From an optimization exercise on the open Yosys and OpenROAD flow, aimed at small area, a short achievable clock period and few clock cycles; shortcuts taken in it are not production practice.
At most, simulation tests tie the RTL to the original design; equivalence was not proved.
No activity file was given, so power comes from the tool's default toggle rates.

Design avchrd, start of the top module:
module avchrd (
    input  wire        clk,
    input  wire        rst,
    input  wire        we,
    input  wire [5:0]  waddr,
    input  wire [31:0] wdata,
    input  wire        cmd_valid,
    input  wire [2:0]  cmd,
    input  wire [5:0]  raddr,
    output reg  [31:0] rdata,
    output wire        busy,
    output wire [2:0]  err
);
export LEC_CHECK = 0
export CAP_MARGIN = 20
export CELL_PAD_IN_SITES_DETAIL_PLACEMENT = 0
export CELL_PAD_IN_SITES_GLOBAL_PLACEMENT = 1
export CORE_MARGIN = 2
export CORE_UTILIZATION = 45
export SETUP_SLACK_MARGIN = 2.6
export SLEW_MARGIN = 20
create_clock -name core_clock -period 8.0 [get_ports {clk}]
standard.sh (not shown) runs the stock make flow with config.mk's settings and CLKGATE_MAP_FILE= SYNTH_SCRIPT=/design/flow/synth_recipe.tcl, a recipe that flattens the netlist after the stock synthesis.
==> flow/flow/run.sh <==
#!/bin/bash
# Standard layout, with sizing not limited to cells of the same footprint,
# the port buffers made of a plain buffer cell instead of a delay buffer, and
# a clock tree with larger sink clusters and no dummy loads.
set -euo pipefail
bash standard.sh MATCH_CELL_FOOTPRINT=0 \
    "BUFFER_PORTS_ARGS=-buffer_cell sky130_fd_sc_hd__buf_2" \
    "CTS_ARGS=-sink_clustering_enable -repair_clock_nets -dont_use_dummy_load -sink_clustering_size 30 -sink_clustering_max_diameter 70" \
    finish > standard.log 2>&1
Testbench counts at the start, summed over its fixed seeds: cycles 46,172.
Edit:
Settings changed: CELL_PAD_IN_SITES_DETAIL_PLACEMENT 0 to 1, CELL_PAD_IN_SITES_GLOBAL_PLACEMENT 1 to 2, SETUP_SLACK_MARGIN 2.6 to 2.5.
Outcome: The new run finished clean; power falls by 0.86%; core utilization falls by 0.92 points; routed wire length falls by 0.43%; global-route usage rises by 0.24 points; maximum frequency falls by 1.8%.
Edit:
Settings changed: SETUP_SLACK_MARGIN 2.5 to 2.4.
Effect: The new run completed with no timing, DRC or antenna violations; cell area goes down by about 0.36%; via count hardly moves; sequential power hardly moves; first-iteration DRC count drops by about 2.6%.

Setup of build 56:
Another version of the RTL of avchrd (not shown whole).
Size in the first run: roughly 2,500 cells after synthesis, about 87 I/O pins, roughly 30,000 µm² of cells after synthesis.
Settings: LEC_CHECK=0, CAP_MARGIN=20, CELL_PAD_IN_SITES_DETAIL_PLACEMENT=0, CELL_PAD_IN_SITES_GLOBAL_PLACEMENT=1, CORE_MARGIN=2, CORE_UTILIZATION=45, SETUP_SLACK_MARGIN=2.6, SLEW_MARGIN=20; clock period 8.0 ns.
Scripts as last shown in full above: flow/flow/run.sh
Build 56: full flow OK, the timing, design-rule and antenna checks passed
Modified inputs, build 47 compared to build 56
Settings: CELL_PAD_IN_SITES_GLOBAL_PLACEMENT changed from 1 to 2; SETUP_SLACK_MARGIN changed from 2.6 to 2.5; CELL_PAD_IN_SITES_DETAIL_PLACEMENT changed from 0 to 1.
--- outcome ---
- Build 56 and build 47 ended up with roughly the same cell area after placement.
- Multi-input combinational cell area ends up lower on build 47.
- Build 47 gives less post-placement worst setup slack than build 56 did.
- Build 47 falls short of build 56 in placed wire-length estimate.
- Combined flip-flop and latch cell area of build 56 is on par with build 47.
- The number of multi-input combinational cells in the layout of build 56 and that of build 47 are within noise of each other.
- Build 47 closes out successfully: all stages finished, all timing, DRC and antenna checks passed.
- Min period utilization across build 47 and build 56: build 56
Modified inputs, build 36 compared to build 47
==> flow/flow/run.sh <==
#!/bin/bash
# Standard layout, with sizing not limited to cells of the same footprint,
# the port buffers made of a plain buffer cell instead of a delay buffer, and
# a clock tree with larger sink clusters and no dummy loads.
set -euo pipefail
bash standard.sh MATCH_CELL_FOOTPRINT=0 \
    "BUFFER_PORTS_ARGS=-buffer_cell sky130_fd_sc_hd__buf_4" \
    "CTS_ARGS=-sink_clustering_enable -repair_clock_nets -dont_use_dummy_load -sink_clustering_size 24 -sink_clustering_max_diameter 60" \
    finish > standard.log 2>&1
## What came out
Diff build 47 -> build 36 | highest clock rate | down slightly. Build 36 vs build 47 — cell-internal power climbed by a few percent. Setup slack in build 36 is smaller than in build 47. | total setup buffers inserted after CTS | build 36 vs build 47 | 3 lower |. Build 36 reports its worst setup path endpoint as rdata[0] while build 47 reports rdata[3]. Comparing build 47 with build 36, the final cell count came out essentially unchanged. Build 36 ends up with lower sequential share of layout area than build 47 does. Clock-buffer cell count (lower): build 47.
Changes in build 93 relative to build 36:
Settings: a change of CORE_UTILIZATION from 45 to 50; a change of CAP_MARGIN from 20 to 10; a change of SLEW_MARGIN from 20 to 10.
## What came out
Build 93 vs build 36: length of the first detailed-routing pass in iterations up in build 93. Sequential share of layout area: build 93 vs build 36 — no meaningful difference. In build 93, the non-clock buffer count came out 12% above the value in build 36.
Function was not checked in any run of this note: the RTL went through the layout flow alone.

avchrd, a different RTL version from the one above (not shown whole).
For scale: roughly 2600 cells after synthesis, about 590 flip-flops, roughly 87 I/O pins, about 31000 um^2 of cells after synthesis.
clock: 8.0 ns
lec_check: 0
cap_margin: 20
cell_pad_in_sites_detail_placement: 1
cell_pad_in_sites_global_placement: 2
core_margin: 2
core_utilization: 45
setup_slack_margin: 2.5
slew_margin: 20
==> flow/flow/run.sh <==
#!/bin/bash
# Standard layout, with sizing not limited to cells of the same footprint and
# the port buffers made of a plain buffer cell instead of a delay buffer.
set -euo pipefail
bash standard.sh MATCH_CELL_FOOTPRINT=0 \
    "BUFFER_PORTS_ARGS=-buffer_cell sky130_fd_sc_hd__buf_4" \
    finish > standard.log 2>&1
Testbench counts at the start, summed over its fixed seeds: cycles 46,172.
Next try:
==> flow/flow/run.sh (replaced) <==
#!/bin/bash
# Standard layout, with sizing not limited to cells of the same footprint,
# the port buffers made of a plain buffer cell instead of a delay buffer, and
# a clock tree with larger sink clusters and no dummy loads.
set -euo pipefail
bash standard.sh MATCH_CELL_FOOTPRINT=0 \
    "BUFFER_PORTS_ARGS=-buffer_cell sky130_fd_sc_hd__buf_2" \
    "CTS_ARGS=-sink_clustering_enable -repair_clock_nets -dont_use_dummy_load -sink_clustering_size 24 -sink_clustering_max_diameter 60" \
    finish > standard.log 2>&1
- SETUP_SLACK_MARGIN: 2.5 -> 2.0
Effect: Power fell by roughly a tenth. Utilization shrinks by 2.7 points. Die area does not change. Via count fell by a few percent. Clock-buffer cell count goes down by 40. Critical path depth shrinks by 2. Worst setup slack loses 500 ps.
Next try:
--- a/flow/flow/run.sh
+++ b/flow/flow/run.sh
@@ -6,3 +6,3 @@
 bash standard.sh MATCH_CELL_FOOTPRINT=0 \
-    "BUFFER_PORTS_ARGS=-buffer_cell sky130_fd_sc_hd__buf_2" \
+    "BUFFER_PORTS_ARGS=-buffer_cell sky130_fd_sc_hd__buf_4" \
     "CTS_ARGS=-sink_clustering_enable -repair_clock_nets -dont_use_dummy_load -sink_clustering_size 24 -sink_clustering_max_diameter 60" \
- SETUP_SLACK_MARGIN: 2.0 -> 2.5
Result: The new run went through all stages and came out clean. First-iteration DRC count stays flat. Hold slack is about the same. Setup slack gains 460 ps. Critical path depth came out higher by 2. Area after synthesis stays the same. Global-route usage came out higher by 0.52 points. Non-clock buffer count came out higher by 27. Count of clock-buffer cells in the layout came out higher by 1. Cell count came out higher by 0.88%. Utilization came out higher by 1.3 points. Power came out higher by 0.95%.
Next try:
--- a/flow/flow/run.sh
+++ b/flow/flow/run.sh
@@ -7,3 +7,3 @@
     "BUFFER_PORTS_ARGS=-buffer_cell sky130_fd_sc_hd__buf_4" \
-    "CTS_ARGS=-sink_clustering_enable -repair_clock_nets -dont_use_dummy_load -sink_clustering_size 24 -sink_clustering_max_diameter 60" \
+    "CTS_ARGS=-sink_clustering_enable -repair_clock_nets -dont_use_dummy_load -sink_clustering_size 30 -sink_clustering_max_diameter 100" \
     finish > standard.log 2>&1
Result:
- fmax falls by about 0.4%
- global-route usage falls by 0.36 points
- clock-buffer cell count falls by 23
- hold slack gets worse by 40 ps
- via count falls by about 1.3%
- clock skew falls by 9.0 ps
- register-to-register slack stays flat
- non-clock buffer count falls by 2
- area after synthesis does not change
- cell count falls by about 0.7%

Setup of run A:
Starting RTL as in the previous note.
// avchrd
module avchrd (
    input  wire        clk,
    input  wire        rst,
    input  wire        we,
    input  wire [5:0]  waddr,
    input  wire [31:0] wdata,
    input  wire        cmd_valid,
    input  wire [2:0]  cmd,
    input  wire [5:0]  raddr,
    output reg  [31:0] rdata,
    output wire        busy,
    output wire [2:0]  err
);
clock: 8.0 ns
lec_check: 0
cap_margin: 20
cell_pad_in_sites_detail_placement: 1
cell_pad_in_sites_global_placement: 2
core_margin: 2
core_utilization: 45
setup_slack_margin: 2.5
slew_margin: 20
run.sh (not shown) runs the stock make flow with config.mk's settings and CLKGATE_MAP_FILE= SYNTH_SCRIPT=/design/flow/synth_recipe.tcl, a recipe that flattens the netlist after the stock synthesis.
Stock flow here: none of the scripts above is used.
Run A completed every stage of the flow, and the final layout passed the timing, design-rule and antenna checks.
Testbench counts of run A, summed over its fixed seeds: cycles 46,172.
For run B, these inputs were changed with respect to run A:
Settings: SETUP_SLACK_MARGIN now 3.3, was 2.5.
==> flow/flow/run.sh (new file) <==
#!/bin/bash
# Standard layout, with sizing not limited to cells of the same footprint and
# the port buffers made of a plain buffer cell instead of a delay buffer.
set -euo pipefail
bash standard.sh MATCH_CELL_FOOTPRINT=0 \
    "BUFFER_PORTS_ARGS=-buffer_cell sky130_fd_sc_hd__buf_4" \
    finish > standard.log 2>&1
==> flow/standard.sh (new file) <==
#!/bin/bash
# synth_recipe.tcl (not shown) runs the flow's synth.tcl, then flattens the netlist and writes it again
# the make line also repeats each setting of config.mk as NAME=value (left out here)
make -C /OpenROAD-flow-scripts/flow DESIGN_CONFIG=/design/flow/config.mk WORK_HOME=/design/flow/orfs CLKGATE_MAP_FILE= SYNTH_SCRIPT=/design/flow/synth_recipe.tcl "${@:-finish}"
removed: flow/run.sh
--- outcome ---
When the final numbers for run A and run B were put side by side, the register-to-register slack turned out to be greater in run A. Taking run A as the reference, in run B period utilization moved down, placed wire-length estimate moved down, multi-input gate area in the final layout moved up.

== lagoon ==
Another version of the RTL of avchrd (not shown whole).
For scale: roughly 2600 cells after synthesis, ~590 flip-flops, roughly 87 I/O pins.
// avchrd
module avchrd (
    input  wire        clk,
    input  wire        rst,
    input  wire        we,
    input  wire [5:0]  waddr,
    input  wire [31:0] wdata,
    input  wire        cmd_valid,
    input  wire [2:0]  cmd,
    input  wire [5:0]  raddr,
    output reg  [31:0] rdata,
    output wire        busy,
    output wire [2:0]  err
);
clock: 8.0 ns
lec_check: 0
cap_margin: 40
cell_pad_in_sites_detail_placement: 1
cell_pad_in_sites_global_placement: 2
core_margin: 2
core_utilization: 60
setup_slack_margin: 3.5
slew_margin: 40
Stock flow here: none of the scripts above is used.
FAIL lagoon @ global routing (5_1_grt): tool exited with error
Testbench counts of lagoon, summed over its fixed seeds: cycles 46,172.
For cedar, these inputs were changed with respect to lagoon:
Settings: an added ABC_CLOCK_PERIOD_IN_PS of 4500; a change of CORE_UTILIZATION from 60 to 30.
## What came out
cedar completed; timing, DRC and antenna clean. When cedar is measured against lagoon, its initial core utilization turns out 31 points lower. As far as count of input and output buffers goes, lagoon and cedar are indistinguishable; the numbers are identical. Summary — routability-driven placement congestion ratio, cedar relative to lagoon: lower, by 0.16. Relative to lagoon, the number of setup buffers added after CTS measured on cedar has decreased by a few percent. Relative to lagoon, die boundary height has gone up in cedar. Relative to lagoon, the clock buffer count from CTS measured on cedar has increased by more than a quarter. NOTE: worst setup slack before clock tree synthesis in cedar exceeds that of lagoon. Cmp cedar and lagoon / level count of the clock H-tree / higher: cedar. On number of placement rows, the higher figure sits with cedar, not lagoon. As far as synthesized cell count goes, cedar and lagoon are indistinguishable; the numbers are identical.
Changes in delta relative to cedar:
Settings: a deleted ABC_CLOCK_PERIOD_IN_PS that had been 4500; a change of CORE_UTILIZATION from 30 to 45.
[summary]
- In the final reports, the cell area of delta is smaller than that of cedar.
- On first-pass GRT wire length, delta does better than cedar.
- Post-CTS resize count came out lower on delta than on cedar.
- delta vs cedar — number of post-CTS setup repair buffers climbed by more than a quarter
- Against cedar, worst setup slack in delta came out better.
- Power, delta and cedar: larger value in cedar
The following lists how fjord was set up differently from delta:
Settings: a change of CAP_MARGIN from 40 to 20; a change of SETUP_SLACK_MARGIN from 3.5 to 2.5; a change of SLEW_MARGIN from 40 to 20.
Results
- delta: done, clean on timing, DRC and antenna
- fjord: full flow OK, the timing, design-rule and antenna checks passed
- fjord against delta: number of nets in the finished design decreased about 4.5%, first-pass GRT wire length went down, final period demand of the worst path picked up an extra 0.18 ns.
- Looking at via count of the first global-routing pass, fjord sits 4.6% below delta.
- The lower maximum clock rate of fjord and delta is in fjord.
- Summary — number of fillers in the final layout, fjord relative to delta: higher, by 102.
- Vias: fjord fewer than delta
- fjord vs. delta: worst-margin pin slew has increased; worst slack after detailed placement has decreased; post-cts sizing count has decreased.

## red
avchrd again, from the RTL that the note above started with.
==> flow/config.mk <==
export PLATFORM = sky130hd
export DESIGN_NAME = avchrd
export DESIGN_NICKNAME = avchrd
export VERILOG_FILES = /design/flow/design.v
export SDC_FILE = /design/flow/constraint.sdc
export NUM_CORES = 4
export LEC_CHECK = 0
export ABC_CLOCK_PERIOD_IN_PS = 4000
export CAP_MARGIN = 40
export CELL_PAD_IN_SITES_DETAIL_PLACEMENT = 1
export CELL_PAD_IN_SITES_GLOBAL_PLACEMENT = 2
export CORE_MARGIN = 2
export CORE_UTILIZATION = 30
export SETUP_SLACK_MARGIN = 4.0
export SLEW_MARGIN = 40
==> flow/constraint.sdc <==
create_clock -name core_clock -period 8.0 [get_ports {clk}]
set_input_delay 1.6000 -clock core_clock [delete_from_list [all_inputs] [get_ports {clk}]]
set_output_delay 1.6000 -clock core_clock [all_outputs]
set_load 0.01 [all_outputs]
Testbench counts of red, summed over its fixed seeds: cycles 46,172.
## Diff of input files: blue against red
Settings: CORE_UTILIZATION now 60, was 30; ABC_AREA now 1, previously not set; SETUP_SLACK_MARGIN now 3.5, was 4.0; ABC_CLOCK_PERIOD_IN_PS no longer set, was 4000.
==> run notes <==
Of blue and red, only blue fails to reach the end of the flow. Netlist area before placement on blue is behind red. blue vs. red: die width fell by about 28%; share of cell area taken by muxes after synthesis fell by 15 points; fraction of the yosys area taken by sequential cells fell by 1.4 points; xor-xnor portion of the synthesized cell area stayed essentially flat. | compound-gate portion of the synthesized area | blue vs red | 1.0 points higher |. Diff red -> blue: overall die height has decreased, synthesized cell count shows an increase of 1199, average cell area after synthesis down about 30%.
Relative to blue, the following input files were edited for green:
Settings: CAP_MARGIN now 20, was 40; SETUP_SLACK_MARGIN now 3.0, was 3.5; ABC_AREA no longer set, was 1; CORE_UTILIZATION now 45, was 60; SLEW_MARGIN now 20, was 40.
==> comparison <==
Of blue and green, only blue never reached the final stage. Status: blue FAILED at global placement without I/O (tool error). Higher effective utilization at floorplan goes to blue over green. Against blue, green reports a synthesized cell count that is lower. green: height of the chip about 14% above blue. The run showing the smaller sequential share of the synthesized area is blue. From blue to green the numbers moved as follows: mean area per synthesized cell went up about 43%; die extent in x went up 32 um; post-synth design cell area went down about 2.5%.

-- port drivers added, routing unchanged --
The results above use ideal ports. As a check the final layouts listed here were re-extracted and re-timed, cells and wires unchanged. Step 1 sets driving cells, clkbuf_16 on the clock port and buf_2 on the other inputs (assumed; they add their load-dependent delay and slew). Step 2 moves the port delays by t, midway between the first and last clock arrival at a register: inputs arrive t later, outputs are due t later. That takes back most of the time a late clock gives input paths. Three values: no drivers, after step 1, after step 2; two values: the first two.
run	t (ns)	slack for setup (ns)	worst setup path after step 2
the first run of note 1	0.672	2.473 / 2.401 / 2.449	input to output
the second run of note 1	0.671	2.372 / 2.315 / 2.315	input to output
the third run of note 1	0.676	2.288 / 2.244 / 2.244	input to output
build 56	0.672	2.455 / 2.393 / 2.393	input to output
build 47	0.668	2.404 / 2.332 / 2.332	input to output
build 36	0.675	2.369 / 2.287 / 2.287	input to output
build 93	0.675	2.347 / 2.201 / 2.201	input to output
the first run of note 3	0.700	2.436 / 2.187 / 2.187	input to output
the second run of note 3	0.697	1.936 / 1.907 / 1.907	input to output
the third run of note 3	0.700	2.400 / 2.163 / 2.163	input to output
the fourth run of note 3	0.703	2.377 / 2.163 / 2.163	input to output
run A	0.704	2.312 / 2.248 / 2.248	input to output
run B	0.698	2.572 / 2.270 / 2.270	input to output
cedar	0.728	2.568 / 2.282 / 2.282	input to output
delta	0.687	2.571 / 2.219 / 2.219	input to output
fjord	0.700	2.390 / 2.257 / 2.006	input to register
red	0.722	2.452 / 2.217 / 2.217	input to output
green	0.686	2.411 / 2.232 / 2.232	input to output
After both steps setup and hold are still met in every run listed. For fjord, which loses most, drivers alone change the setup slack by -0.133 ns; drivers and shift together by -0.384 ns.
